What follows belongs to an exercise in optimizing a design on an open flow for small area, a short achievable clock period and few clock cycles per item; a production flow would make more cautious choices.

==> job 9244: inputs <==
## isd_decode
module isd_decode (
    input  wire         clk,
    input  wire         rst,
    input  wire         start,
    input  wire [5:0]   n_in,
    input  wire [4:0]   k_in,
    input  wire [5:0]   t_in,
    output wire         ready,
    input  wire         row_valid,
    input  wire [32:0]  row_in,       
    input  wire [7:0]   y_in,         
    output wire         row_ready,
    output reg          done,
    output reg  [2:0]   err,
    output reg  [32:0]  m_out
);
export LEC_CHECK = 0
export CAP_MARGIN = 20
export CORE_MARGIN = 2
export CORE_UTILIZATION = 60
export CTS_CLUSTER_DIAMETER = 100
export CTS_CLUSTER_SIZE = 20
export SLEW_MARGIN = 20
create_clock -name core_clock -period 15.0 [get_ports {clk}]
standard.sh (not shown) runs the stock make flow with config.mk's settings and CLKGATE_MAP_FILE= SYNTH_SCRIPT=/design/flow/synth_recipe.tcl, a recipe that flattens the netlist after the stock synthesis.
==> flow/flow/run.sh <==
#!/bin/bash
# Layout flow: the standard flow (standard.sh, unchanged), with the port
# buffers that buffer_ports inserts made of sky130_fd_sc_hd__buf_2 cells
# instead of the cell it picks by default. The whole output of the flow goes
# to flow_stdout.log; each ORFS step keeps its own log under orfs/logs/.
set -euo pipefail
export BUFFER_PORTS_ARGS="-buffer_cell sky130_fd_sc_hd__buf_2"
bash standard.sh > flow_stdout.log 2>&1
==> inputs of job 8822, as changes to job 9244 <==
--- a/flow/design.v
+++ b/flow/design.v
@@ -21,12 +21,11 @@
     localparam PW   = KW + 5;                  
     localparam [2:0] E_NONE     = 3'd0;
     localparam [2:0] E_PRECOND  = 3'd2;
     localparam [2:0] E_RANGE    = 3'd3;
     localparam [2:0] E_SENTINEL = 3'd5;
-    reg st_idle, st_load, st_flush, st_rank;
-    reg st_clr;                                
+    reg st_idle, st_load, st_flush, st_rank, st_first;
     reg rdy_q, rrdy_q;
     reg [5:0] n_r;
     reg [4:0] k_r;
     reg [5:0] t_r;
     reg [4:0] rem;                             
@@ -34,11 +33,10 @@
     reg       bad_r;                           
     reg          v_r;
     reg [32:0]   row_r;
     reg [7:0]    y_g;
     reg [5:0]    t_g;
-    reg [8:0]    mx_g;                         
     reg  [LW-1:0] key_lo [0:NMAX-1];
     reg  [HW-1:0] key_hi [0:NMAX-1];
     reg  [NMAX-1:0] key_cy;                    
     wire [KW-1:0] key_sum [0:NMAX-1];
     wire [NMAX-1:0] lo_cy;
@@ -88,29 +86,31 @@
             end
             assign co[0] = 1'b0;
             assign lo_cy[gc] = co[LW];
         end
     endgenerate
-    wire [KW-1:0] bound_nx = bound + {4'd0, mx_g};
+    wire [8:0]    a_max    = (a_one > {3'd0, a_zero}) ? a_one : {3'd0, a_zero};
+    wire [KW-1:0] bound_nx = bound + {4'd0, a_max};
     reg [4:0] pos0;
     integer q;
     always @(*) begin
         pos0 = 5'd4;
         for (q = 0; q < KW; q = q + 1)
-            if (bound_nx[q])
+            if (bound[q])
                 pos0 = q + 5;
     end
+    wire [4:0] fpos = st_first ? pos0 : pos;
     reg [NMAX-1:0] kbit_nx;
     integer c, p;
     always @(*) begin
         for (c = 0; c < NMAX; c = c + 1) begin
             kbit_nx[c] = 1'b0;
             for (p = 0; p < KW; p = p + 1)
-                if (pos == p + 5)
+                if (fpos == p + 5)
                     kbit_nx[c] = key_sum[c][p];
             for (p = 0; p < 5; p = p + 1)
-                if (pos == p)
+                if (fpos == p)
                     kbit_nx[c] = ~c[p];
         end
     end
     wire [6:0] diff   = {1'b0, need} - {2'b0, cnt_l} - {2'b0, cnt_h};
     wire       d_eq   = (diff == 7'd0);
@@ -434,37 +434,36 @@
             rdy_q    <= 1'b1;
             st_load  <= 1'b0;
             rrdy_q   <= 1'b0;
             st_flush <= 1'b0;
             st_rank  <= 1'b0;
-            st_clr   <= 1'b0;
+            st_first <= 1'b0;
             done     <= 1'b0;
             v_r      <= 1'b0;
         end else begin
             st_idle  <= nx_idle;
             rdy_q    <= nx_idle;
             st_load  <= nx_load;
             rrdy_q   <= nx_load;
             st_flush <= (st_idle && start && k_in == 5'd0) || (take && rem1);
             st_rank  <= (st_flush && !fin_flush) || (st_rank && !d_eq);
-            st_clr   <= st_idle && start;
+            st_first <= st_flush && !fin_flush;
             done     <= fin_flush || fin_rank;
             v_r      <= take;
         end
     end
     integer j;
     always @(posedge clk) begin
         row_r <= row_in;
         y_g   <= take ? y_in : 8'd0;
         t_g   <= take ? t_r  : 6'd0;
-        mx_g  <= !take ? 9'd0 : ({y_in, 1'b0} > {3'd0, t_r}) ? {y_in, 1'b0} : {3'd0, t_r};
         for (j = 0; j < NMAX; j = j + 1) begin
-            key_lo[j] <= st_clr ? {LW{1'b0}} : key_sum[j][LW-1:0];
-            key_hi[j] <= st_clr ? {HW{1'b0}} : key_sum[j][KW-1:LW];
+            key_lo[j] <= st_idle ? {LW{1'b0}} : key_sum[j][LW-1:0];
+            key_hi[j] <= st_idle ? {HW{1'b0}} : key_sum[j][KW-1:LW];
         end
-        key_cy <= st_clr ? {NMAX{1'b0}} : lo_cy;
-        bound  <= st_clr ? {KW{1'b0}} : bound_nx;
+        key_cy <= st_idle ? {NMAX{1'b0}} : lo_cy;
+        bound  <= st_idle ? {KW{1'b0}} : bound_nx;
         if (st_idle && start) begin
             n_r   <= n_in;
             k_r   <= k_in;
             t_r   <= t_in;
             rem   <= k_in;
@@ -478,19 +477,18 @@
             if (v_r && row_bad)
                 bad_r <= 1'b1;
         end
         kb   <= kbn;
         kbn  <= kbit_nx;
-        pos  <= (pos == 5'd0) ? 5'd31 : pos - 5'd1;
+        pos  <= (fpos == 5'd0) ? 5'd31 : fpos - 5'd1;
         if (st_flush) begin
             act  <= below_n;
             need <= t_r;
             cnt_l <= 5'd0;
             cnt_h <= 5'd0;
             kb   <= {NMAX{1'b0}};
             kbn  <= {NMAX{1'b0}};
-            pos  <= pos0;
             if (fault) begin
                 err   <= (code != E_NONE) ? code : E_SENTINEL;
                 m_out <= 33'd0;
             end else begin
                 err   <= E_NONE;
==> flow/run.sh (new file) <==
#!/bin/bash
# synth_recipe.tcl (not shown) runs the flow's synth.tcl, then flattens the netlist and writes it again
# the make line also repeats each setting of config.mk as NAME=value (left out here)
make -C /OpenROAD-flow-scripts/flow DESIGN_CONFIG=/design/flow/config.mk WORK_HOME=/design/flow/orfs CLKGATE_MAP_FILE= SYNTH_SCRIPT=/design/flow/synth_recipe.tcl finish
- CTS_CLUSTER_SIZE: 20 -> 30
removed: flow/flow/run.sh
removed: flow/standard.sh
==> flow_summary.json <==
{
  "outcome": "timing/DRC/antenna clean",
  "fin_ws_ns": 10.34,
  "nClkBuffers": 55,
  "die_area_sq_um": 66200,
  "met1Wirelength_mm": 50.4,
  "internal-power_w": 0.00354,
  "n_all_buffers": 187,
  "start_util_pct": 60.8,
  "insertion_delay_ns": 0.61,
  "final-nonclk-buf-share_pct": 2.84,
  "final-clk-cell-share_pct": 2.85
}
(the above is from job 9244)
==> flow_summary.json <==
{
  "outcome": "timing/DRC/antenna clean",
  "insertion_delay_ns": 0.62,
  "final-clk-cell-share_pct": 2.94,
  "syn_area_per_cell_sq_um": 9.66,
  "met1Wirelength_mm": 52.0,
  "ir_drop_v": 0.000180,
  "die_area_sq_um": 66300,
  "fin_ws_ns": 9.24,
  "final-nonclk-buf-share_pct": 3.89,
  "synthSimpleGateAreaFrac_pct": 16.4,
  "start_util_pct": 60.9,
  "n_all_buffers": 179,
  "nClkBuffers": 39
}
(the above is from job 8822)
Function was not checked in any run of this note: the RTL went through the layout flow alone.


==> willow: inputs <==
Another version of the RTL of isd_decode (not shown whole).
clock: 15.0 ns
lec_check: 0
cap_margin: 20
core_margin: 2
core_utilization: 50
slew_margin: 20
run.sh (not shown) runs the stock make flow with config.mk's settings and CLKGATE_MAP_FILE= SYNTH_SCRIPT=/design/flow/synth_recipe.tcl, a recipe that flattens the netlist after the stock synthesis.
Stock flow here: none of the scripts above is used.
==> inputs of zinc, as changes to willow <==
--- a/flow/design.v
+++ b/flow/design.v
@@ -21,20 +21,22 @@
     localparam PW   = KW + 5;                  
     localparam [2:0] E_NONE     = 3'd0;
     localparam [2:0] E_PRECOND  = 3'd2;
     localparam [2:0] E_RANGE    = 3'd3;
     localparam [2:0] E_SENTINEL = 3'd5;
-    reg st_idle, st_load, st_flush, st_rank;
+    reg st_idle, st_load, st_flush, st_rank, st_first;
+    reg rdy_q, rrdy_q;
     reg [5:0] n_r;
     reg [4:0] k_r;
     reg [5:0] t_r;
     reg [4:0] rem;                             
     reg       rem1;                            
     reg       bad_r;                           
     reg          v_r;
     reg [32:0]   row_r;
-    reg [7:0]    y_r;
+    reg [7:0]    y_g;
+    reg [5:0]    t_g;
     reg  [LW-1:0] key_lo [0:NMAX-1];
     reg  [HW-1:0] key_hi [0:NMAX-1];
     reg  [NMAX-1:0] key_cy;                    
     wire [KW-1:0] key_sum [0:NMAX-1];
     wire [NMAX-1:0] lo_cy;
@@ -43,12 +45,13 @@
     reg [5:0]      need;
     reg [5:0]      cnt;                        
     reg [PW-1:0]   psel;                       
     reg [NMAX-1:0] kb;                         
     reg [NMAX-1:0] kbn;                        
-    assign ready     = st_idle;
-    assign row_ready = st_load;
+    assign ready     = rdy_q;
+    assign row_ready = rrdy_q;
+    wire take = st_load && row_valid;          
     wire [2:0] code = (t_r > n_r)                   ? E_PRECOND :
                       (n_r > NMAX || k_r > 5'd16)   ? E_RANGE   :
                                                       E_NONE;
     reg row_bad;
     integer b;
@@ -59,12 +62,13 @@
                 row_bad = 1'b1;
             if (b > n_r && row_r[b])
                 row_bad = 1'b1;
         end
     end
-    wire [8:0] a_one  = v_r ? {y_r, 1'b0} : 9'd0;
-    wire [5:0] a_zero = v_r ? t_r : 6'd0;
+    wire fault = (code != E_NONE) || bad_r || (v_r && row_bad);
+    wire [8:0] a_one  = {y_g, 1'b0};
+    wire [5:0] a_zero = t_g;
     genvar gc, gb;
     generate
         for (gc = 0; gc < NMAX; gc = gc + 1) begin : g_acc
             wire [KW-1:0] ad = row_r[gc] ? {4'd0, a_one} : {7'd0, a_zero};
             wire [KW-1:0] kv = {key_hi[gc], key_lo[gc]};
@@ -82,29 +86,30 @@
             end
             assign co[0] = 1'b0;
             assign lo_cy[gc] = co[LW];
         end
     endgenerate
-    wire [8:0] a_max  = (a_one > {3'd0, a_zero}) ? a_one : {3'd0, a_zero};
+    wire [8:0]    a_max    = (a_one > {3'd0, a_zero}) ? a_one : {3'd0, a_zero};
     wire [KW-1:0] bound_nx = bound + {4'd0, a_max};
     reg [PW-1:0] psel0;
     integer q;
     always @(*) begin
         psel0 = {{(PW-5){1'b0}}, 5'b10000};
         for (q = 0; q < KW; q = q + 1)
-            if (bound_nx[q])
+            if (bound[q])
                 psel0 = {{(PW-1){1'b0}}, 1'b1} << (q + 5);
     end
+    wire [PW-1:0] fsel = st_first ? psel0 : psel;
     reg [NMAX-1:0] kbit_nx;
     integer c, p;
     always @(*) begin
         for (c = 0; c < NMAX; c = c + 1) begin
             kbit_nx[c] = 1'b0;
             for (p = 0; p < KW; p = p + 1)
-                kbit_nx[c] = kbit_nx[c] | (psel[p + 5] & key_sum[c][p]);
+                kbit_nx[c] = kbit_nx[c] | (fsel[p + 5] & key_sum[c][p]);
             for (p = 0; p < 5; p = p + 1)
-                kbit_nx[c] = kbit_nx[c] | (psel[p] & ~c[p]);
+                kbit_nx[c] = kbit_nx[c] | (fsel[p] & ~c[p]);
         end
     end
     wire d_eq   = (cnt == need);
     wire d_more = (cnt > need);
     wire [NMAX-1:0] ones   = act & kb;
@@ -424,96 +429,89 @@
         for (mi = 0; mi < NMAX; mi = mi + 1)
             below_n[mi] = (mi < n_r);
         for (mi = 0; mi <= NMAX; mi = mi + 1)
             at_n[mi] = (mi == n_r);
     end
+    wire fin_flush = st_flush && (fault || t_r == 6'd0 || t_r == n_r);
+    wire fin_rank  = st_rank && d_eq;
+    wire nx_idle   = (st_idle && !start) || fin_flush || fin_rank;
+    wire nx_load   = (st_idle && start && k_in != 5'd0) || (st_load && !(row_valid && rem1));
+    always @(posedge clk) begin
+        if (rst) begin
+            st_idle  <= 1'b1;
+            rdy_q    <= 1'b1;
+            st_load  <= 1'b0;
+            rrdy_q   <= 1'b0;
+            st_flush <= 1'b0;
+            st_rank  <= 1'b0;
+            st_first <= 1'b0;
+            done     <= 1'b0;
+            v_r      <= 1'b0;
+        end else begin
+            st_idle  <= nx_idle;
+            rdy_q    <= nx_idle;
+            st_load  <= nx_load;
+            rrdy_q   <= nx_load;
+            st_flush <= (st_idle && start && k_in == 5'd0) || (take && rem1);
+            st_rank  <= (st_flush && !fin_flush) || (st_rank && !d_eq);
+            st_first <= st_flush && !fin_flush;
+            done     <= fin_flush || fin_rank;
+            v_r      <= take;
+        end
+    end
     integer j;
     always @(posedge clk) begin
         row_r <= row_in;
-        y_r   <= y_in;
-        v_r   <= !rst && row_valid && st_load;
+        y_g   <= take ? y_in : 8'd0;
+        t_g   <= take ? t_r  : 6'd0;
         for (j = 0; j < NMAX; j = j + 1) begin
             key_lo[j] <= st_idle ? {LW{1'b0}} : key_sum[j][LW-1:0];
             key_hi[j] <= st_idle ? {HW{1'b0}} : key_sum[j][KW-1:LW];
         end
         key_cy <= st_idle ? {NMAX{1'b0}} : lo_cy;
         bound  <= st_idle ? {KW{1'b0}} : bound_nx;
-        if (v_r && row_bad)
-            bad_r <= 1'b1;
-        kb   <= kbn;
-        kbn  <= kbit_nx;
-        psel <= psel >> 1;
-        if (rst) begin
-            st_idle  <= 1'b1;
-            st_load  <= 1'b0;
-            st_flush <= 1'b0;
-            st_rank  <= 1'b0;
-            done     <= 1'b0;
-            err      <= E_NONE;
+        if (st_idle && start) begin
+            n_r   <= n_in;
+            k_r   <= k_in;
+            t_r   <= t_in;
+            rem   <= k_in;
+            rem1  <= (k_in == 5'd1);
+            bad_r <= 1'b0;
         end else begin
-            done <= 1'b0;
-            if (st_idle) begin
-                if (start) begin
-                    n_r      <= n_in;
-                    k_r      <= k_in;
-                    t_r      <= t_in;
-                    rem      <= k_in;
-                    rem1     <= (k_in == 5'd1);
-                    bad_r    <= 1'b0;
-                    st_idle  <= 1'b0;
-                    st_load  <= (k_in != 5'd0);
-                    st_flush <= (k_in == 5'd0);
-                end
+            if (take) begin
+                rem  <= rem - 5'd1;
+                rem1 <= (rem == 5'd2);
             end
-            if (st_load) begin
-                if (row_valid) begin
-                    rem  <= rem - 5'd1;
-                    rem1 <= (rem == 5'd2);
-                    if (rem1) begin
-                        st_load  <= 1'b0;
-                        st_flush <= 1'b1;
-                    end
-                end
-            end
-            if (st_flush) begin
-                st_flush <= 1'b0;
-                act  <= below_n;
-                need <= t_r;
-                cnt  <= 6'd0;
-                psel <= psel0;
-                kb   <= {NMAX{1'b0}};
-                kbn  <= {NMAX{1'b0}};
-                if (code != E_NONE || bad_r || (v_r && row_bad)) begin
-                    st_idle <= 1'b1;
-                    done    <= 1'b1;
-                    err     <= (code != E_NONE) ? code : E_SENTINEL;
-                    m_out   <= 33'd0;
-                end else if (t_r == 6'd0 || t_r == n_r) begin
-                    st_idle <= 1'b1;
-                    done    <= 1'b1;
-                    err     <= E_NONE;
-                    m_out   <= at_n | ((t_r == 6'd0) ? 33'd0 : {1'b0, below_n});
-                end else begin
-                    st_rank <= 1'b1;
-                    m_out   <= at_n;
-                end
+            if (v_r && row_bad)
+                bad_r <= 1'b1;
+        end
+        kb   <= kbn;
+        kbn  <= kbit_nx;
+        psel <= fsel >> 1;
+        if (st_flush) begin
+            act  <= below_n;
+            need <= t_r;
+            cnt  <= 6'd0;
+            kb   <= {NMAX{1'b0}};
+            kbn  <= {NMAX{1'b0}};
+            if (fault) begin
+                err   <= (code != E_NONE) ? code : E_SENTINEL;
+                m_out <= 33'd0;
+            end else begin
+                err   <= E_NONE;
+                m_out <= at_n | ((t_r == n_r) ? {1'b0, below_n} : 33'd0);
             end
-            if (st_rank) begin
-                if (!d_more)
-                    m_out <= m_out | {1'b0, ones};
-                if (d_eq) begin
-                    st_rank <= 1'b0;
-                    st_idle <= 1'b1;
-                    done    <= 1'b1;
-                    err     <= E_NONE;
-                end else if (d_more) begin
-                    act <= ones;
-                    cnt <= c1;
-                end else begin
-                    act  <= act & ~kb;
-                    need <= need - cnt;
-                    cnt  <= c0;
-                end
+        end
+        if (st_rank) begin
+            if (!d_more)
+                m_out <= m_out | {1'b0, ones};
+            if (d_more) begin
+                act <= ones;
+                cnt <= c1;
+            end else begin
+                act  <= act & ~kb;
+                need <= need - cnt;
+                cnt  <= c0;
             end
         end
     end
 endmodule
==> impl_metrics.ini <==
[critical_path]
crit_chain = clkdlybuf4s50_1

[die]
initial_utilization_pct = 50.35

[status]
status = finished clean

[power]
pwr.group.combinational_uw = 420
[end of results for zinc]
==> impl_metrics.ini <==
[status]
status = finished clean

[critical_path]
crit_chain = buf_4 > nand2_2 > buf_4 > ha_1 > a21o_1 > a21o_1 > a21o_1 > a21o_1 > a21oi_1 > o21ai_1 > nor2_1 > ha_1 > inv_1 > fa_1 > nor2b_1 > o2111ai_1 > a21oi_1 > o2111ai_1 > xor2_1 > nand2_1 > or4b_4 > o41ai_2

[clock_tree]
numCtsBuffers = 80

[die]
initial_utilization_pct = 50.47
[end of results for willow]
No run of this note included a check of the RTL's function; only the layout flow was run.

what the ideal ports hide:
In the flow no input, the clock included, has a driving cell. The finished layouts below were timed again as built, in two steps. Step 1 sets driving cells, clkbuf_16 on the clock port and buf_2 on the other inputs (assumed; they add their load-dependent delay and slew). Step 2 moves the port delays by t, midway between the first and last clock arrival at a register: inputs arrive t later, outputs are due t later. That takes back most of the time a late clock gives input paths. Three values: ideal ports, drivers, drivers and shift; two values: the first two.
| run | shift t [ns] | setup WS [ns] | hold slack, ns | clock arrival spread, ns | slew at the worst register clock pin (ns) |
|---|---|---|---|---|---|
| job 9244 | 0.672 | 10.339 / 10.339 / 10.058 | 0.486 / 0.486 / 0.486 | 0.018 / 0.018 | 0.09 / 0.09 |
| job 8822 | 0.669 | 9.239 / 9.239 / 9.239 | 0.499 / 0.499 / 0.499 | 0.046 / 0.046 | 0.12 / 0.12 |
| willow | 0.690 | 8.811 / 8.811 / 8.811 | 0.469 / 0.469 / 0.469 | 0.025 / 0.025 | 0.06 / 0.06 |
| zinc | 0.686 | 9.772 / 9.708 / 10.140 | 0.477 / 0.477 / 0.477 | 0.026 / 0.027 | 0.07 / 0.07 |
After both steps every run listed still meets setup and hold. The setup slack of job 9244, which loses most, moves by 0.000 ns with the drivers and by -0.281 ns with both steps.
